This is an optimization exercise on Yosys and OpenROAD, whose aim is small area, a short achievable clock period and few clock cycles per item, not a production implementation.
The RTL of this run was laid out without a check of its function.
Power and IR drop assume default switching activity.

==> flow/design.v <==
module yce_fa (input wire a, input wire b, input wire c, output wire s, output wire co);
    assign s  = a ^ b ^ c;
    assign co = (a & b) | (a & c) | (b & c);
endmodule
module yce_ha (input wire a, input wire b, output wire s, output wire co);
    assign s  = a ^ b;
    assign co = a & b;
endmodule
module yce_block_conv (
    input  wire         clk,
    input  wire         rst,             
    input  wire         in_valid,
    output wire         in_ready,
    input  wire         in_fmt,          
    input  wire         in_chroma,       
    input  wire [511:0] in_data,
    output reg          out_valid,
    input  wire         out_ready,
    output reg          out_chroma,
    output reg  [127:0] out_y,
    output reg  [63:0]  out_u,
    output reg  [63:0]  out_v
);
    reg         s_valid;
    reg         s_chroma;
    reg [383:0] s_px;                    
    reg         not_full;
    wire out_en = !out_valid || out_ready;
    wire s_en   = not_full || out_ready;       
    assign in_ready = s_en;
    wire [383:0] in_px;
    genvar n;
    generate
        for (n = 0; n < 16; n = n + 1) begin : g_in
            assign in_px[24*n +: 24] = in_fmt ? in_data[32*n +: 24] : in_data[24*n +: 24];
        end
    endgenerate
    wire s_valid_n   = s_en ? in_valid : s_valid;
    wire out_valid_n = out_en ? s_valid : out_valid;
    always @(posedge clk) begin
        if (rst) begin
            s_valid  <= 1'b0;
            not_full <= 1'b1;
        end else begin
            s_valid  <= s_valid_n;
            not_full <= !(s_valid_n && out_valid_n);
        end
        if (s_en) begin
            s_chroma <= in_chroma;
            s_px     <= in_px;
        end
    end
    wire [127:0] y_bytes;
    wire [63:0]  u_bytes;
    wire [63:0]  v_bytes;
    generate
        for (n = 0; n < 16; n = n + 1) begin : g_px
            wire [7:0] pb = s_px[24*n +: 8];
            wire [7:0] pg = s_px[24*n + 8 +: 8];
            wire [7:0] pr = s_px[24*n + 16 +: 8];
            wire [7:0] yb;
            wire y_s1, y_c2;
            yce_fa u_y_s1 (.a(pr[1]), .b(pr[6]), .c(pg[0]), .s(y_s1), .co(y_c2));
            wire y_s3, y_c4;
            yce_ha u_y_s3 (.a(pr[3]), .b(pg[4]), .s(y_s3), .co(y_c4));
            wire y_s5, y_c6;
            yce_fa u_y_s5 (.a(pr[4]), .b(pg[5]), .c(pb[1]), .s(y_s5), .co(y_c6));
            wire y_s7, y_c8;
            yce_fa u_y_s7 (.a(pr[0]), .b(pr[5]), .c(pg[6]), .s(y_s7), .co(y_c8));
            wire y_s9, y_c10;
            yce_ha u_y_s9 (.a(pb[2]), .b(pb[3]), .s(y_s9), .co(y_c10));
            wire y_s11, y_c12;
            yce_fa u_y_s11 (.a(pg[7]), .b(pb[3]), .c(pb[4]), .s(y_s11), .co(y_c12));
            wire y_s13, y_c14;
            yce_fa u_y_s13 (.a(pb[7]), .b(y_s1), .c(1'b1), .s(y_s13), .co(y_c14));
            wire y_s15, y_c16;
            yce_fa u_y_s15 (.a(pr[2]), .b(pr[7]), .c(pg[1]), .s(y_s15), .co(y_c16));
            wire y_s17, y_c18;
            yce_fa u_y_s17 (.a(pb[4]), .b(pb[5]), .c(y_c2), .s(y_s17), .co(y_c18));
            wire y_s19, y_c20;
            yce_fa u_y_s19 (.a(pr[3]), .b(pg[2]), .c(pb[5]), .s(y_s19), .co(y_c20));
            wire y_s21, y_c22;
            yce_ha u_y_s21 (.a(pr[4]), .b(pg[3]), .s(y_s21), .co(y_c22));
            wire y_s23, y_c24;
            yce_ha u_y_s23 (.a(pr[2]), .b(pg[3]), .s(y_s23), .co(y_c24));
            wire y_s25, y_c26;
            yce_fa u_y_s25 (.a(pb[0]), .b(pb[1]), .c(pb[4]), .s(y_s25), .co(y_c26));
            wire y_s27, y_c28;
            yce_fa u_y_s27 (.a(pb[2]), .b(pb[5]), .c(y_c4), .s(y_s27), .co(y_c28));
            wire y_s29, y_c30;
            yce_fa u_y_s29 (.a(pb[6]), .b(y_s9), .c(y_c6), .s(y_s29), .co(y_c30));
            wire y_s31, y_c32;
            yce_fa u_y_s31 (.a(y_c10), .b(y_c8), .c(y_s11), .s(y_s31), .co(y_c32));
            wire y_s33, y_c34;
            yce_fa u_y_s33 (.a(y_c12), .b(y_s15), .c(y_s17), .s(y_s33), .co(y_c34));
            wire y_s35, y_c36;
            yce_fa u_y_s35 (.a(pb[6]), .b(y_c16), .c(y_s19), .s(y_s35), .co(y_c36));
            wire y_s37, y_c38;
            yce_fa u_y_s37 (.a(pb[6]), .b(pb[7]), .c(y_s21), .s(y_s37), .co(y_c38));
            wire y_s39, y_c40;
            yce_fa u_y_s39 (.a(pr[5]), .b(pg[4]), .c(pb[7]), .s(y_s39), .co(y_c40));
            wire y_s41, y_c42;
            yce_ha u_y_s41 (.a(pr[6]), .b(pg[5]), .s(y_s41), .co(y_c42));
            wire y_s43, y_c44;
            yce_ha u_y_s43 (.a(pr[0]), .b(pg[1]), .s(y_s43), .co(y_c44));
            wire y_s45, y_c46;
            yce_fa u_y_s45 (.a(pr[1]), .b(pg[2]), .c(pb[2]), .s(y_s45), .co(y_c46));
            wire y_s47, y_c48;
            yce_fa u_y_s47 (.a(pb[0]), .b(pb[3]), .c(y_s23), .s(y_s47), .co(y_c48));
            wire y_s49, y_c50;
            yce_fa u_y_s49 (.a(y_c24), .b(y_s3), .c(y_s25), .s(y_s49), .co(y_c50));
            wire y_s51, y_c52;
            yce_fa u_y_s51 (.a(y_c26), .b(y_s5), .c(y_s27), .s(y_s51), .co(y_c52));
            wire y_s53, y_c54;
            yce_fa u_y_s53 (.a(y_s7), .b(y_c28), .c(y_s29), .s(y_s53), .co(y_c54));
            wire y_s55, y_c56;
            yce_fa u_y_s55 (.a(y_c30), .b(y_s13), .c(y_s31), .s(y_s55), .co(y_c56));
            wire y_s57, y_c58;
            yce_fa u_y_s57 (.a(y_c14), .b(y_c32), .c(y_s33), .s(y_s57), .co(y_c58));
            wire y_s59, y_c60;
            yce_fa u_y_s59 (.a(y_c18), .b(y_s35), .c(y_c34), .s(y_s59), .co(y_c60));
            wire y_s61, y_c62;
            yce_fa u_y_s61 (.a(y_c20), .b(y_s37), .c(y_c36), .s(y_s61), .co(y_c62));
            wire y_s63, y_c64;
            yce_fa u_y_s63 (.a(y_c22), .b(y_s39), .c(y_c38), .s(y_s63), .co(y_c64));
            wire y_s65, y_c66;
            yce_fa u_y_s65 (.a(y_s41), .b(y_c40), .c(1'b1), .s(y_s65), .co(y_c66));
            wire y_s67, y_c68;
            yce_fa u_y_s67 (.a(pr[7]), .b(pg[6]), .c(y_c42), .s(y_s67), .co(y_c68));
            wire y_r69 = pg[0] & pb[0];
            wire y_r70 = (pb[1] & y_s43) | (pb[1] & y_r69) | (y_s43 & y_r69);
            wire y_r71 = (y_s45 & y_c44) | (y_s45 & y_r70) | (y_c44 & y_r70);
            wire y_r72 = (y_s47 & y_c46) | (y_s47 & y_r71) | (y_c46 & y_r71);
            wire y_r73 = (y_s49 & y_c48) | (y_s49 & y_r72) | (y_c48 & y_r72);
            wire y_r74 = (y_s51 & y_c50) | (y_s51 & y_r73) | (y_c50 & y_r73);
            wire y_r75 = (y_s53 & y_c52) | (y_s53 & y_r74) | (y_c52 & y_r74);
            wire y_r76 = (y_s55 & y_c54) | (y_s55 & y_r75) | (y_c54 & y_r75);
            wire y_s77, y_c78;
            yce_ha u_y_s77 (.a(y_s57), .b(y_c56), .s(y_s77), .co(y_c78));
            wire y_s79, y_c80;
            yce_ha u_y_s79 (.a(y_s59), .b(y_c58), .s(y_s79), .co(y_c80));
            wire y_s81, y_c82;
            yce_ha u_y_s81 (.a(y_s61), .b(y_c60), .s(y_s81), .co(y_c82));
            wire y_s83, y_c84;
            yce_ha u_y_s83 (.a(y_s63), .b(y_c62), .s(y_s83), .co(y_c84));
            wire y_s85, y_c86;
            yce_ha u_y_s85 (.a(y_s65), .b(y_c64), .s(y_s85), .co(y_c86));
            wire y_s87, y_c88;
            yce_ha u_y_s87 (.a(y_s67), .b(y_c66), .s(y_s87), .co(y_c88));
            wire y_s89, y_c90;
            yce_ha u_y_s89 (.a(pg[7]), .b(y_c68), .s(y_s89), .co(y_c90));
            wire y_g91 = y_c78 | (y_s77 & y_r76);
            wire y_g92 = y_c80 | (y_s79 & y_c78);
            wire y_q93 = y_s79 & y_s77;
            wire y_g94 = y_g92 | (y_q93 & y_r76);
            wire y_g95 = y_c82 | (y_s81 & y_g92);
            wire y_q96 = y_s81 & y_q93;
            wire y_g97 = y_g95 | (y_q96 & y_r76);
            wire y_g98 = y_c84 | (y_s83 & y_c82);
            wire y_q99 = y_s83 & y_s81;
            wire y_g100 = y_g98 | (y_q99 & y_g92);
            wire y_q101 = y_q99 & y_q93;
            wire y_g102 = y_g100 | (y_q101 & y_r76);
            wire y_g103 = y_c86 | (y_s85 & y_g100);
            wire y_q104 = y_s85 & y_q101;
            wire y_g105 = y_g103 | (y_q104 & y_r76);
            wire y_g106 = y_c88 | (y_s87 & y_c86);
            wire y_q107 = y_s87 & y_s85;
            wire y_g108 = y_g106 | (y_q107 & y_g100);
            wire y_q109 = y_q107 & y_q101;
            wire y_g110 = y_g108 | (y_q109 & y_r76);
            wire y_g111 = y_c90 | (y_s89 & y_g106);
            wire y_q112 = y_s89 & y_q107;
            wire y_g113 = y_g111 | (y_q112 & y_g100);
            wire y_q114 = y_q112 & y_q101;
            wire y_g115 = y_g113 | (y_q114 & y_r76);
            wire y_o116 = y_s77 ^ y_r76;
            wire y_o117 = y_s79 ^ y_g91;
            wire y_o118 = y_s81 ^ y_g94;
            wire y_o119 = y_s83 ^ y_g97;
            wire y_o120 = y_s85 ^ y_g102;
            wire y_o121 = y_s87 ^ y_g105;
            wire y_o122 = y_s89 ^ y_g110;
            wire y_o123 = 1'b0 ^ y_g115;
            assign yb = {y_o123, y_o122, y_o121, y_o120, y_o119, y_o118, y_o117, y_o116};
            assign y_bytes[8*n +: 8] = yb;
            if (n % 2 == 0) begin : g_c
                wire [7:0] ub, vb;
                wire u_s1, u_c2;
                yce_ha u_u_s1 (.a(~pr[5]), .b(~pr[4]), .s(u_s1), .co(u_c2));
                wire u_s3, u_c4;
                yce_fa u_u_s3 (.a(~pr[6]), .b(~pr[5]), .c(~pr[2]), .s(u_s3), .co(u_c4));
                wire u_s5, u_c6;
                yce_ha u_u_s5 (.a(~pg[6]), .b(~pg[4]), .s(u_s5), .co(u_c6));
                wire u_s7, u_c8;
                yce_fa u_u_s7 (.a(~pr[7]), .b(~pr[6]), .c(~pr[3]), .s(u_s7), .co(u_c8));
                wire u_s9, u_c10;
                yce_fa u_u_s9 (.a(~pg[7]), .b(~pg[5]), .c(~pg[2]), .s(u_s9), .co(u_c10));
                wire u_s11, u_c12;
                yce_ha u_u_s11 (.a(~pb[4]), .b(pb[1]), .s(u_s11), .co(u_c12));
                wire u_s13, u_c14;
                yce_fa u_u_s13 (.a(~pr[7]), .b(~pr[4]), .c(~pg[6]), .s(u_s13), .co(u_c14));
                wire u_s15, u_c16;
                yce_ha u_u_s15 (.a(~pg[3]), .b(~pb[5]), .s(u_s15), .co(u_c16));
                wire u_s17, u_c18;
                yce_ha u_u_s17 (.a(~pr[5]), .b(~pg[7]), .s(u_s17), .co(u_c18));
                wire u_s19, u_c20;
                yce_ha u_u_s19 (.a(~pr[3]), .b(~pr[2]), .s(u_s19), .co(u_c20));
                wire u_s21, u_c22;
                yce_fa u_u_s21 (.a(~pr[4]), .b(~pr[3]), .c(~pr[0]), .s(u_s21), .co(u_c22));
                wire u_s23, u_c24;
                yce_ha u_u_s23 (.a(~pg[4]), .b(~pg[2]), .s(u_s23), .co(u_c24));
                wire u_s25, u_c26;
                yce_fa u_u_s25 (.a(~pr[1]), .b(~pg[5]), .c(~pg[3]), .s(u_s25), .co(u_c26));
                wire u_s27, u_c28;
                yce_fa u_u_s27 (.a(~pg[0]), .b(~pb[2]), .c(u_s1), .s(u_s27), .co(u_c28));
                wire u_s29, u_c30;
                yce_fa u_u_s29 (.a(~pg[1]), .b(~pb[3]), .c(pb[0]), .s(u_s29), .co(u_c30));
                wire u_s31, u_c32;
                yce_fa u_u_s31 (.a(u_c2), .b(u_s5), .c(u_s3), .s(u_s31), .co(u_c32));
                wire u_s33, u_c34;
                yce_fa u_u_s33 (.a(u_c6), .b(u_s11), .c(1'b1), .s(u_s33), .co(u_c34));
                wire u_s35, u_c36;
                yce_fa u_u_s35 (.a(u_c4), .b(u_s7), .c(u_s9), .s(u_s35), .co(u_c36));
                wire u_s37, u_c38;
                yce_fa u_u_s37 (.a(pb[2]), .b(u_c12), .c(u_s15), .s(u_s37), .co(u_c38));
                wire u_s39, u_c40;
                yce_fa u_u_s39 (.a(u_c8), .b(u_c10), .c(u_s13), .s(u_s39), .co(u_c40));
                wire u_s41, u_c42;
                yce_fa u_u_s41 (.a(~pg[4]), .b(~pb[6]), .c(pb[3]), .s(u_s41), .co(u_c42));
                wire u_s43, u_c44;
                yce_fa u_u_s43 (.a(u_c16), .b(u_s17), .c(u_c14), .s(u_s43), .co(u_c44));
                wire u_s45, u_c46;
                yce_fa u_u_s45 (.a(~pr[6]), .b(~pg[5]), .c(~pb[7]), .s(u_s45), .co(u_c46));
                wire u_s47, u_c48;
                yce_ha u_u_s47 (.a(pb[4]), .b(u_c18), .s(u_s47), .co(u_c48));
                wire u_s49, u_c50;
                yce_ha u_u_s49 (.a(~pr[7]), .b(~pg[6]), .s(u_s49), .co(u_c50));
                wire u_s51, u_c52;
                yce_ha u_u_s51 (.a(~pr[2]), .b(~pr[1]), .s(u_s51), .co(u_c52));
                wire u_s53, u_c54;
                yce_fa u_u_s53 (.a(~pg[3]), .b(~pg[1]), .c(~pb[0]), .s(u_s53), .co(u_c54));
                wire u_s55, u_c56;
                yce_fa u_u_s55 (.a(~pb[1]), .b(u_c20), .c(u_s23), .s(u_s55), .co(u_c56));
                wire u_s57, u_c58;
                yce_fa u_u_s57 (.a(u_c24), .b(u_c22), .c(u_s25), .s(u_s57), .co(u_c58));
                wire u_s59, u_c60;
                yce_fa u_u_s59 (.a(u_c26), .b(u_s29), .c(u_c28), .s(u_s59), .co(u_c60));
                wire u_s61, u_c62;
                yce_fa u_u_s61 (.a(u_c30), .b(u_s33), .c(u_c32), .s(u_s61), .co(u_c62));
                wire u_s63, u_c64;
                yce_fa u_u_s63 (.a(u_c34), .b(u_s37), .c(u_c36), .s(u_s63), .co(u_c64));
                wire u_s65, u_c66;
                yce_fa u_u_s65 (.a(u_s41), .b(u_c38), .c(u_s43), .s(u_s65), .co(u_c66));
                wire u_s67, u_c68;
                yce_fa u_u_s67 (.a(u_c42), .b(u_s45), .c(u_s47), .s(u_s67), .co(u_c68));
                wire u_s69, u_c70;
                yce_fa u_u_s69 (.a(pb[5]), .b(u_s49), .c(u_c46), .s(u_s69), .co(u_c70));
                wire u_s71, u_c72;
                yce_ha u_u_s71 (.a(~pg[7]), .b(pb[6]), .s(u_s71), .co(u_c72));
                wire u_s73, u_c74;
                yce_ha u_u_s73 (.a(~pr[1]), .b(~pr[0]), .s(u_s73), .co(u_c74));
                wire u_s75, u_c76;
                yce_fa u_u_s75 (.a(~pg[2]), .b(~pg[0]), .c(u_s51), .s(u_s75), .co(u_c76));
                wire u_s77, u_c78;
                yce_fa u_u_s77 (.a(u_c52), .b(u_s19), .c(u_s53), .s(u_s77), .co(u_c78));
                wire u_s79, u_c80;
                yce_fa u_u_s79 (.a(u_c54), .b(u_s21), .c(u_s55), .s(u_s79), .co(u_c80));
                wire u_s81, u_c82;
                yce_fa u_u_s81 (.a(u_c56), .b(u_s27), .c(u_s57), .s(u_s81), .co(u_c82));
                wire u_s83, u_c84;
                yce_fa u_u_s83 (.a(u_c58), .b(u_s31), .c(u_s59), .s(u_s83), .co(u_c84));
                wire u_s85, u_c86;
                yce_fa u_u_s85 (.a(u_s35), .b(u_c60), .c(u_s61), .s(u_s85), .co(u_c86));
                wire u_s87, u_c88;
                yce_fa u_u_s87 (.a(u_s39), .b(u_c62), .c(u_s63), .s(u_s87), .co(u_c88));
                wire u_s89, u_c90;
                yce_fa u_u_s89 (.a(u_c40), .b(u_c64), .c(u_s65), .s(u_s89), .co(u_c90));
                wire u_s91, u_c92;
                yce_fa u_u_s91 (.a(u_c44), .b(u_s67), .c(u_c66), .s(u_s91), .co(u_c92));
                wire u_s93, u_c94;
                yce_fa u_u_s93 (.a(u_c48), .b(u_s69), .c(u_c68), .s(u_s93), .co(u_c94));
                wire u_s95, u_c96;
                yce_fa u_u_s95 (.a(u_c50), .b(u_s71), .c(u_c70), .s(u_s95), .co(u_c96));
                wire u_s97, u_c98;
                yce_ha u_u_s97 (.a(pb[7]), .b(u_c72), .s(u_s97), .co(u_c98));
                wire u_s99, u_c100;
                yce_ha u_u_s99 (.a(~pr[0]), .b(~pg[0]), .s(u_s99), .co(u_c100));
                wire u_s101, u_c102;
                yce_ha u_u_s101 (.a(~pg[1]), .b(u_s73), .s(u_s101), .co(u_c102));
                wire u_s103, u_c104;
                yce_ha u_u_s103 (.a(u_s75), .b(u_c74), .s(u_s103), .co(u_c104));
                wire u_s105, u_c106;
                yce_ha u_u_s105 (.a(u_s77), .b(u_c76), .s(u_s105), .co(u_c106));
                wire u_s107, u_c108;
                yce_ha u_u_s107 (.a(u_s79), .b(u_c78), .s(u_s107), .co(u_c108));
                wire u_s109, u_c110;
                yce_ha u_u_s109 (.a(u_s81), .b(u_c80), .s(u_s109), .co(u_c110));
                wire u_s111, u_c112;
                yce_ha u_u_s111 (.a(u_s83), .b(u_c82), .s(u_s111), .co(u_c112));
                wire u_s113, u_c114;
                yce_ha u_u_s113 (.a(u_s85), .b(u_c84), .s(u_s113), .co(u_c114));
                wire u_s115, u_c116;
                yce_ha u_u_s115 (.a(u_s87), .b(u_c86), .s(u_s115), .co(u_c116));
                wire u_s117, u_c118;
                yce_ha u_u_s117 (.a(u_s89), .b(u_c88), .s(u_s117), .co(u_c118));
                wire u_s119, u_c120;
                yce_ha u_u_s119 (.a(u_s91), .b(u_c90), .s(u_s119), .co(u_c120));
                wire u_s121, u_c122;
                yce_ha u_u_s121 (.a(u_s93), .b(u_c92), .s(u_s121), .co(u_c122));
                wire u_s123, u_c124;
                yce_ha u_u_s123 (.a(u_s95), .b(u_c94), .s(u_s123), .co(u_c124));
                wire u_s125, u_c126;
                yce_ha u_u_s125 (.a(u_s97), .b(u_c96), .s(u_s125), .co(u_c126));
                wire u_g127 = u_c112 | (u_s111 & u_c110);
                wire u_q128 = u_s111 & u_s109;
                wire u_g129 = u_c108 | (u_s107 & u_c106);
                wire u_q130 = u_s107 & u_s105;
                wire u_g131 = u_g127 | (u_q128 & u_g129);
                wire u_q132 = u_q128 & u_q130;
                wire u_g133 = u_c104 | (u_s103 & u_c102);
                wire u_q134 = u_s103 & u_s101;
                wire u_g135 = u_g133 | (u_q134 & u_c100);
                wire u_g136 = u_g131 | (u_q132 & u_g135);
                wire u_g137 = u_c114 | (u_s113 & u_g136);
                wire u_g138 = u_c116 | (u_s115 & u_c114);
                wire u_q139 = u_s115 & u_s113;
                wire u_g140 = u_g138 | (u_q139 & u_g136);
                wire u_g141 = u_c118 | (u_s117 & u_g138);
                wire u_q142 = u_s117 & u_q139;
                wire u_g143 = u_g141 | (u_q142 & u_g136);
                wire u_g144 = u_c120 | (u_s119 & u_c118);
                wire u_q145 = u_s119 & u_s117;
                wire u_g146 = u_g144 | (u_q145 & u_g138);
                wire u_q147 = u_q145 & u_q139;
                wire u_g148 = u_g146 | (u_q147 & u_g136);
                wire u_g149 = u_c122 | (u_s121 & u_g146);
                wire u_q150 = u_s121 & u_q147;
                wire u_g151 = u_g149 | (u_q150 & u_g136);
                wire u_g152 = u_c124 | (u_s123 & u_c122);
                wire u_q153 = u_s123 & u_s121;
                wire u_g154 = u_g152 | (u_q153 & u_g146);
                wire u_q155 = u_q153 & u_q147;
                wire u_g156 = u_g154 | (u_q155 & u_g136);
                wire u_g157 = u_c126 | (u_s125 & u_g152);
                wire u_q158 = u_s125 & u_q153;
                wire u_g159 = u_g157 | (u_q158 & u_g146);
                wire u_q160 = u_q158 & u_q147;
                wire u_g161 = u_g159 | (u_q160 & u_g136);
                wire u_o162 = u_s113 ^ u_g136;
                wire u_o163 = u_s115 ^ u_g137;
                wire u_o164 = u_s117 ^ u_g140;
                wire u_o165 = u_s119 ^ u_g143;
                wire u_o166 = u_s121 ^ u_g148;
                wire u_o167 = u_s123 ^ u_g151;
                wire u_o168 = u_s125 ^ u_g156;
                wire u_o169 = u_c98 ^ u_g161;
                assign ub = {u_o169, u_o168, u_o167, u_o166, u_o165, u_o164, u_o163, u_o162};
                wire v_s1, v_c2;
                yce_ha u_v_s1 (.a(pr[3]), .b(~pr[0]), .s(v_s1), .co(v_c2));
                wire v_s3, v_c4;
                yce_fa u_v_s3 (.a(pr[4]), .b(~pr[1]), .c(~pg[7]), .s(v_s3), .co(v_c4));
                wire v_s5, v_c6;
                yce_ha u_v_s5 (.a(pr[5]), .b(~pr[2]), .s(v_s5), .co(v_c6));
                wire v_s7, v_c8;
                yce_ha u_v_s7 (.a(pr[6]), .b(~pr[3]), .s(v_s7), .co(v_c8));
                wire v_s9, v_c10;
                yce_ha u_v_s9 (.a(pr[7]), .b(~pr[4]), .s(v_s9), .co(v_c10));
                wire v_s11, v_c12;
                yce_ha u_v_s11 (.a(pr[1]), .b(~pg[4]), .s(v_s11), .co(v_c12));
                wire v_s13, v_c14;
                yce_fa u_v_s13 (.a(pr[2]), .b(~pg[5]), .c(pg[1]), .s(v_s13), .co(v_c14));
                wire v_s15, v_c16;
                yce_ha u_v_s15 (.a(pg[0]), .b(pb[5]), .s(v_s15), .co(v_c16));
                wire v_s17, v_c18;
                yce_fa u_v_s17 (.a(~pg[6]), .b(pg[2]), .c(pg[1]), .s(v_s17), .co(v_c18));
                wire v_s19, v_c20;
                yce_fa u_v_s19 (.a(pb[6]), .b(pb[3]), .c(v_s1), .s(v_s19), .co(v_c20));
                wire v_s21, v_c22;
                yce_fa u_v_s21 (.a(pg[3]), .b(pg[2]), .c(pb[7]), .s(v_s21), .co(v_c22));
                wire v_s23, v_c24;
                yce_fa u_v_s23 (.a(pb[4]), .b(v_c2), .c(v_s3), .s(v_s23), .co(v_c24));
                wire v_s25, v_c26;
                yce_fa u_v_s25 (.a(pg[4]), .b(pg[3]), .c(pb[5]), .s(v_s25), .co(v_c26));
                wire v_s27, v_c28;
                yce_fa u_v_s27 (.a(v_s5), .b(v_c4), .c(1'b1), .s(v_s27), .co(v_c28));
                wire v_s29, v_c30;
                yce_fa u_v_s29 (.a(pg[5]), .b(pg[4]), .c(pb[6]), .s(v_s29), .co(v_c30));
                wire v_s31, v_c32;
                yce_fa u_v_s31 (.a(v_c6), .b(v_s7), .c(1'b1), .s(v_s31), .co(v_c32));
                wire v_s33, v_c34;
                yce_fa u_v_s33 (.a(pg[6]), .b(pg[5]), .c(pb[7]), .s(v_s33), .co(v_c34));
                wire v_s35, v_c36;
                yce_fa u_v_s35 (.a(v_c8), .b(v_s9), .c(1'b1), .s(v_s35), .co(v_c36));
                wire v_s37, v_c38;
                yce_fa u_v_s37 (.a(~pr[5]), .b(pg[7]), .c(pg[6]), .s(v_s37), .co(v_c38));
                wire v_s39 = ~v_c10;
                wire v_s40, v_c41;
                yce_ha u_v_s40 (.a(~pr[6]), .b(pg[7]), .s(v_s40), .co(v_c41));
                wire v_s42, v_c43;
                yce_ha u_v_s42 (.a(pr[0]), .b(~pg[3]), .s(v_s42), .co(v_c43));
                wire v_s44, v_c45;
                yce_fa u_v_s44 (.a(pg[0]), .b(pb[4]), .c(pb[1]), .s(v_s44), .co(v_c45));
                wire v_s46, v_c47;
                yce_fa u_v_s46 (.a(pb[2]), .b(v_c12), .c(v_s15), .s(v_s46), .co(v_c47));
                wire v_s48, v_c49;
                yce_fa u_v_s48 (.a(v_c16), .b(v_c14), .c(v_s17), .s(v_s48), .co(v_c49));
                wire v_s50, v_c51;
                yce_fa u_v_s50 (.a(v_c18), .b(v_s21), .c(v_c20), .s(v_s50), .co(v_c51));
                wire v_s52, v_c53;
                yce_fa u_v_s52 (.a(v_c22), .b(v_s25), .c(v_s27), .s(v_s52), .co(v_c53));
                wire v_s54, v_c55;
                yce_fa u_v_s54 (.a(v_c26), .b(v_s29), .c(v_s31), .s(v_s54), .co(v_c55));
                wire v_s56, v_c57;
                yce_fa u_v_s56 (.a(v_c30), .b(v_s33), .c(v_c32), .s(v_s56), .co(v_c57));
                wire v_s58, v_c59;
                yce_fa u_v_s58 (.a(v_s39), .b(v_c34), .c(v_s37), .s(v_s58), .co(v_c59));
                wire v_s60, v_c61;
                yce_fa u_v_s60 (.a(v_c10), .b(v_s40), .c(1'b1), .s(v_s60), .co(v_c61));
                wire v_s62 = pr[7];
                wire v_s63, v_c64;
                yce_ha u_v_s63 (.a(pb[3]), .b(pb[0]), .s(v_s63), .co(v_c64));
                wire v_s65, v_c66;
                yce_fa u_v_s65 (.a(v_c43), .b(v_s11), .c(v_s44), .s(v_s65), .co(v_c66));
                wire v_s67, v_c68;
                yce_fa u_v_s67 (.a(v_c45), .b(v_s13), .c(v_s46), .s(v_s67), .co(v_c68));
                wire v_s69, v_c70;
                yce_fa u_v_s69 (.a(v_c47), .b(v_s19), .c(v_s48), .s(v_s69), .co(v_c70));
                wire v_s71, v_c72;
                yce_fa u_v_s71 (.a(v_c49), .b(v_s23), .c(v_s50), .s(v_s71), .co(v_c72));
                wire v_s73, v_c74;
                yce_fa u_v_s73 (.a(v_c24), .b(v_c51), .c(v_s52), .s(v_s73), .co(v_c74));
                wire v_s75, v_c76;
                yce_fa u_v_s75 (.a(v_c28), .b(v_s54), .c(v_c53), .s(v_s75), .co(v_c76));
                wire v_s77, v_c78;
                yce_fa u_v_s77 (.a(v_s35), .b(v_s56), .c(v_c55), .s(v_s77), .co(v_c78));
                wire v_s79, v_c80;
                yce_fa u_v_s79 (.a(v_c36), .b(v_s58), .c(v_c57), .s(v_s79), .co(v_c80));
                wire v_s81, v_c82;
                yce_fa u_v_s81 (.a(v_c38), .b(v_s60), .c(v_c59), .s(v_s81), .co(v_c82));
                wire v_s83, v_c84;
                yce_fa u_v_s83 (.a(v_s62), .b(v_c41), .c(v_c61), .s(v_s83), .co(v_c84));
                wire v_s85 = pr[7];
                wire v_r86 = ~pg[0] & pb[0];
                wire v_r87 = (~pg[1] & pb[1]) | (~pg[1] & v_r86) | (pb[1] & v_r86);
                wire v_r88 = (~pg[2] & pb[2]) | (~pg[2] & v_r87) | (pb[2] & v_r87);
                wire v_r89 = (v_s42 & v_s63) | (v_s42 & v_r88) | (v_s63 & v_r88);
                wire v_r90 = (v_s65 & v_c64) | (v_s65 & v_r89) | (v_c64 & v_r89);
                wire v_r91 = (v_s67 & v_c66) | (v_s67 & v_r90) | (v_c66 & v_r90);
                wire v_r92 = (v_s69 & v_c68) | (v_s69 & v_r91) | (v_c68 & v_r91);
                wire v_s93, v_c94;
                yce_ha u_v_s93 (.a(v_s71), .b(v_c70), .s(v_s93), .co(v_c94));
                wire v_s95, v_c96;
                yce_ha u_v_s95 (.a(v_s73), .b(v_c72), .s(v_s95), .co(v_c96));
                wire v_s97, v_c98;
                yce_ha u_v_s97 (.a(v_s75), .b(v_c74), .s(v_s97), .co(v_c98));
                wire v_s99, v_c100;
                yce_ha u_v_s99 (.a(v_s77), .b(v_c76), .s(v_s99), .co(v_c100));
                wire v_s101, v_c102;
                yce_ha u_v_s101 (.a(v_s79), .b(v_c78), .s(v_s101), .co(v_c102));
                wire v_s103, v_c104;
                yce_ha u_v_s103 (.a(v_s81), .b(v_c80), .s(v_s103), .co(v_c104));
                wire v_s105, v_c106;
                yce_ha u_v_s105 (.a(v_s83), .b(v_c82), .s(v_s105), .co(v_c106));
                wire v_p107 = v_s85 ^ v_c84;
                wire v_g108 = v_c94 | (v_s93 & v_r92);
                wire v_g109 = v_c96 | (v_s95 & v_c94);
                wire v_q110 = v_s95 & v_s93;
                wire v_g111 = v_g109 | (v_q110 & v_r92);
                wire v_g112 = v_c98 | (v_s97 & v_g109);
                wire v_q113 = v_s97 & v_q110;
                wire v_g114 = v_g112 | (v_q113 & v_r92);
                wire v_g115 = v_c100 | (v_s99 & v_c98);
                wire v_q116 = v_s99 & v_s97;
                wire v_g117 = v_g115 | (v_q116 & v_g109);
                wire v_q118 = v_q116 & v_q110;
                wire v_g119 = v_g117 | (v_q118 & v_r92);
                wire v_g120 = v_c102 | (v_s101 & v_g117);
                wire v_q121 = v_s101 & v_q118;
                wire v_g122 = v_g120 | (v_q121 & v_r92);
                wire v_g123 = v_c104 | (v_s103 & v_c102);
                wire v_q124 = v_s103 & v_s101;
                wire v_g125 = v_g123 | (v_q124 & v_g117);
                wire v_q126 = v_q124 & v_q118;
                wire v_g127 = v_g125 | (v_q126 & v_r92);
                wire v_g128 = v_c106 | (v_s105 & v_g123);
                wire v_q129 = v_s105 & v_q124;
                wire v_g130 = v_g128 | (v_q129 & v_g117);
                wire v_q131 = v_q129 & v_q118;
                wire v_g132 = v_g130 | (v_q131 & v_r92);
                wire v_o133 = v_s93 ^ v_r92;
                wire v_o134 = v_s95 ^ v_g108;
                wire v_o135 = v_s97 ^ v_g111;
                wire v_o136 = v_s99 ^ v_g114;
                wire v_o137 = v_s101 ^ v_g119;
                wire v_o138 = v_s103 ^ v_g122;
                wire v_o139 = v_s105 ^ v_g127;
                wire v_o140 = v_p107 ^ v_g132;
                assign vb = ~{v_o140, v_o139, v_o138, v_o137, v_o136, v_o135, v_o134, v_o133};
                assign u_bytes[8*(n/2) +: 8] = ub;
                assign v_bytes[8*(n/2) +: 8] = vb;
            end
        end
    endgenerate
    always @(posedge clk) begin
        if (rst) begin
            out_valid <= 1'b0;
        end else if (out_en) begin
            out_valid <= s_valid;
        end
        if (out_en) begin
            out_chroma <= s_chroma;
            out_y      <= y_bytes;
            out_u      <= s_chroma ? u_bytes : 64'd0;
            out_v      <= s_chroma ? v_bytes : 64'd0;
        end
    end
endmodule
==> flow/flow/run.sh <==
#!/bin/bash
# The standard layout (the standard.sh: standard synthesis, floorplan,
# placement, CTS, routing) with two changes to how it is made:
#  * timing repair aims for 5.7 ns of setup slack at the design's 10 ns
#    clock (a 4.3 ns period, which is what the design can reach) instead of
#    only 0 ns;
#  * the buffers that the flow puts on every input and output port are
#    sky130_fd_sc_hd__buf_1 instead of the cell buffer_ports picks by itself
#    (clkdlybuf4s50_1); repair may resize them as for any other cell.
# Each tool's output is in standard_flow.log and in orfs/logs/.
set -euo pipefail
bash standard.sh SETUP_SLACK_MARGIN=5.7 "BUFFER_PORTS_ARGS=-buffer_cell sky130_fd_sc_hd__buf_1" finish > standard_flow.log 2>&1
==> flow/standard.sh <==
#!/bin/bash
# synth_recipe.tcl (not shown) runs the flow's synth.tcl, then flattens the netlist and writes it again
# the make line also repeats each setting of config.mk as NAME=value (left out here)
make -C /OpenROAD-flow-scripts/flow DESIGN_CONFIG=/design/flow/config.mk WORK_HOME=/design/flow/orfs CLKGATE_MAP_FILE= SYNTH_SCRIPT=/design/flow/synth_recipe.tcl "${@:-finish}"
==> flow/config.mk <==
export PLATFORM = sky130hd
export DESIGN_NAME = yce_block_conv
export DESIGN_NICKNAME = yce_block_conv
export VERILOG_FILES = /design/flow/design.v
export SDC_FILE = /design/flow/constraint.sdc
export NUM_CORES = 4
export LEC_CHECK = 0
export CAP_MARGIN = 20
export CORE_MARGIN = 2
export CORE_UTILIZATION = 40
export SLEW_MARGIN = 20
export SYNTH_HIERARCHICAL = 1
==> flow/constraint.sdc <==
create_clock -name core_clock -period 10.0 [get_ports {clk}]
set_input_delay 2.0000 -clock core_clock [delete_from_list [all_inputs] [get_ports {clk}]]
set_output_delay 2.0000 -clock core_clock [all_outputs]
set_load 0.01 [all_outputs]
==> notes.md <==
where the power goes:
part / switching [mW] / internal (mW) / total (mW)
sequential: 0.494 / 4.20 / 4.70
combinational: 7.61 / 6.29 / 13.9
clock: 1.33 / 1.92 / 3.25
total: 9.43 / 12.4 / 21.8
metal layers:
metal | wire [um] | vias to the layer above | part of all wire
li1 | - | 18000 | -
met3 | 13400 | 207 | 0.072
met2 | 87800 | 1235 | 0.47
met1 | 79500 | 20900 | 0.43
met5 | 118 | - | 0.00064
met4 | 4780 | 18 | 0.026
cell families after synthesis:
logic type      count (synthesis)
flops                         645
mux                           369
other cells                     1
simple gates                  682
fa+ha+maj                    1607
compound gates                607
xor+xnor                      131
buf+inv                       278
metrics by stage:
step	hold WS [ns]	util	power [mW]	cell area, um^2
final	0.494	0.478	21.8	72500
after global routing	0.526	0.478	23.8	72500
after CTS	0.489	0.464	21.2	70300
after detailed placement	0.480	0.439	17.6	66600
after global placement	0.464	0.439	17.4	66600
after floorplan	0.424	-	14.2	61300
cell usage in the layout, fill, tap and decap left out, types with 16 or more instances in the layout:
cell type	Yosys	layout
a2111oi_2	8	18
a211o_1	18	18
a211oi_1	41	33
a21o_1	38	38
a21oi_1	121	109
a22o_1	18	18
a31o_2	18	18
a31oi_1	34	32
and2_1	19	19
and3_1	29	29
buf_1	0	741
buf_4	0	277
clkbuf_16	0	85
conb_1	1	72
edfxtp_1	642	642
fa_1	992	982
ha_1	584	566
inv_1	222	147
inv_2	0	58
maj3_1	28	28
mux2_2	360	360
nand2_1	161	161
nand2b_1	39	39
nand3_1	54	53
nor2_1	194	193
nor3_1	46	44
nor4_1	21	16
o211ai_1	19	19
o21a_1	18	18
o21ai_0	98	93
o21bai_1	17	17
o31a_1	18	18
o31ai_1	22	20
or2_2	21	21
or3_1	36	35
xnor2_1	58	57
xor2_1	73	73
registers in the layout, indices dropped and copies added (netlist names):
signal,count
out_u,64
out_valid,1
s_px,384
s_chroma,1
out_v,64
out_chroma,1
not_full,1
s_valid,1
out_y,128
Yosys cell counts, drive strengths merged (7+ instances only):
library cell	instances	share of area
a21o	38	0.0047
o31ai	22	0.0027
a21oi	121	0.0099
ha	584	0.12
a31oi	41	0.0053
o21ai	98	0.0080
o32a	13	0.0021
mux2i	9	0.0015
o31a	18	0.0026
xor2	73	0.010
xnor2	58	0.0083
or3	55	0.0063
o21a	18	0.0022
nor2b	9	0.00092
o22ai	7	0.00072
nor2	194	0.012
o2111ai	15	0.0022
or2	21	0.0022
clkbuf	56	0.0034
o211ai	19	0.0023
and3	29	0.0030
and2	22	0.0024
a22oi	9	0.0014
nand2	161	0.0099
nand2b	39	0.0040
o21bai	17	0.0021
nand3	54	0.0044
a22o	18	0.0026
nand3b	13	0.0016
o221ai	8	0.0018
nor4	21	0.0022
inv	222	0.014
a221oi	11	0.0016
nor3	52	0.0051
fa	992	0.33
edfxtp	642	0.32
a2111oi	36	0.0061
a211oi	41	0.0050
mux2	360	0.066
a211o	21	0.0031
maj3	31	0.0051
a31o	18	0.0026
modules after synthesis (local to each module, per instance):
module	area [um^2]	flip-flops and latches	cells	times used
yce_fa	20.0	0	1	992
yce_block_conv	34300	645	2776	1
yce_ha	12.5	0	1	552
layout make-up:
class                           instances  area [um^2]  area share
Inverter                              222          888      0.0123
Clock buffer                           93         2160      0.0297
Sequential cell                       645        19300       0.267
Tap cell                             2030         2540      0.0350
Timing Repair Buffer                 1034         5090      0.0702
Clock inverter                         59          774      0.0107
Antenna cell                            6         15.0    0.000207
Multi-Input combinational cell       3468        41700       0.575
how the worst max path moves through the flow:
stage,endpoint,depth (start not counted)
2_1_floorplan,in_ready,2
3_3_place_gp,s_px[345]$_DFFE_PN_,6
3_5_place_dp,s_px[344]$_DFFE_PN_,6
4_1_cts,in_ready,4
5_1_grt,in_ready,4
6_report,in_ready,4
critical path, delay by kind of cell:
family | cells | cell delay, ns
buf+inv | 3 | 0.39
simple gates | 1 | 0.12
timing repair:
action	CTS	global route
setup buffers	87	190
setup endpoints to repair	192	254
gates resized for setup	75	178
cloned	0	0
pin swaps	8	66
==> impl_metrics.py <==
metrics = {
    "outcome": {
        "status": "timing/DRC/antenna clean",
    },
    "worst_setup_path": {
        "path_class": "primary input to primary output",
        "r2r_cells": 13,
        "critPathLaunch": "out_ready",
        "worstPathRequired_ns": 8.00,
        "end_kind": "primary output",
        "cp.arrival_ns": 2.54,
        "reg2reg_to": "out_u[55]$_SDFFCE_PN0N_",
        "crit_chain": "buf_8 > nor2_4 > clkinvlp_4 > buf_12",
        "crit_fanout": 2,
        "startpoint_type": "primary input",
        "cp_slowest_stage_delay_ns": 0.16,
        "r2r_setup_slack_ns": 5.68,
        "r2r-start": "s_px[310]$_DFFE_PN_",
        "slowest_stage": "buf_12",
    },
    "power_and_ir_drop": {
        "powerDensity_mw_per_mm2": 301,
        "leakage_nw": 29.0,
        "ir_drop_v": 0.000181,
    },
    "synthesis": {
        "ys_ff_latch": 645,
        "synth_xor_xnor_area_share": 0.0188,
        "syn_area_per_cell_um2": 14.1,
        "synthAdderAreaFrac": 0.450,
        "synth_ff_type": "edfxtp_1",
        "syn_inst": 4320,
        "yosys_warnings": 7,
        "synth-simple-area-share": 0.0555,
        "async_reset_ff_frac": 0,
        "syn_area_mm2": 0.0611,
        "synth_edf_count": 642,
        "ys_seq_area_frac": 0.317,
        "synthMuxAreaShare": 0.0679,
        "synth.distinct_cells": 71,
        "synth-compound-area-share": 0.0739,
        "synth_top_family_by_area": "adder cells",
    },
    "floorplan": {
        "num_io_pins": 777,
        "die_h_um": 395,
        "die_area_mm2": 0.156,
        "die_w_um": 395,
        "initial_core_util": 0.402,
        "placeableCoreArea_mm2": 0.152,
        "rows": 143,
    },
    "cts": {
        "clk_path_buf_depth": 3,
        "insertion_delay_ns": 0.71,
        "ctsRootBufferMaster": "clkbuf_16",
        "clk_pin_slew_ns": 0.06,
        "cts_buffers": 84,
        "ctsHtreeMaxLevel": 3,
        "cts_sinks": 645,
        "cts_tree": "built",
        "cts_hold_buf": 0,
    },
    "routing": {
        "routedWlPerCell_um": 24.6,
        "drc": 0,
        "num_vias": 40300,
        "dr.pass1.iters": 5,
        "drt-vias-per-instance": 5.34,
        "antenna_left": 0,
        "drt_iter0_markers": 2525,
        "routed_wirelength_um": 186000,
    },
    "layout": {
        "fin_nets": 7549,
        "final_layout_size_suffix_gt1_frac": 0.195,
        "post_layout_nonfiller_instances": 7557,
        "area_growth_pct": 18.8,
        "nFillCells": 13600,
    },
    "hold_path": {
        "hold_path.class": "flop to flop",
        "holdPathEnd": "s_valid$_SDFF_PP0_",
        "min_path_cells": 2,
        "min_from": "s_valid$_SDFF_PP0_",
    },
    "global_route": {
        "antenna_found_initial": 18,
        "met2_usage": 0.386,
        "grt_util_met3": 0.0511,
        "grt_max_degree": 140,
        "grt_pass1_wl_um": 275000,
        "grt_pass1_vias": 42600,
        "grt-busiest-layer": "met2",
        "grt_util_met1": 0.327,
        "overflow": 0,
        "grt.total_usage": 0.239,
    },
    "timing": {
        "drv_slew": 0,
        "setup_ws_ns": 5.46,
        "tightest_slew_ns": 1.03,
        "post-route-period-util": 0.454,
        "final-setup-viol-count": 0,
        "slew_headroom": 0.313,
        "period_minus_slack_ns": 4.54,
        "hold_viol_final": 0,
        "clock.fmax_mhz": 220,
        "fin_skew_ns": 0.0342,
        "rsz0062_at_grt": "true",
        "setup-tns-final_ns": 0,
    },
    "placed_design": {
        "gp_congestion": 0.925,
        "numPortBuffers": 744,
        "place_ws_ns": 4.87,
        "dp_hpwl_um": 149000,
        "dp.cells": 7122,
    },
    "flow_run": {
        "drv_cap": 0,
    },
}

## port drivers added, routing unchanged
In the flow no input, the clock included, has a driving cell. The finished layout below was timed again as built, in two steps.
Step 1 sets driving cells, clkbuf_16 on the clock port and buf_2 on the other inputs (assumed; they add their load-dependent delay and slew).
Step 2, shift: input delay + t, output delay - t, t = (earliest + latest rising clock arrival at the registers) / 2. This alone moves slack from input paths to output paths.
a / b / c = no drivers / after step 1 / after step 2; a / b = the first two.
shift t [ns]: 0.778
setup slack, ns: 5.461 / 5.418 / 5.216
hold slack, ns: 0.494 / 0.494 / 0.494
worst setup path after step 2: input to register
latest minus earliest clock arrival (ns): 0.041 / 0.042
After both steps setup and hold are still met in this run. The setup slack of this run moves by -0.043 ns with the drivers and by -0.245 ns with both steps.
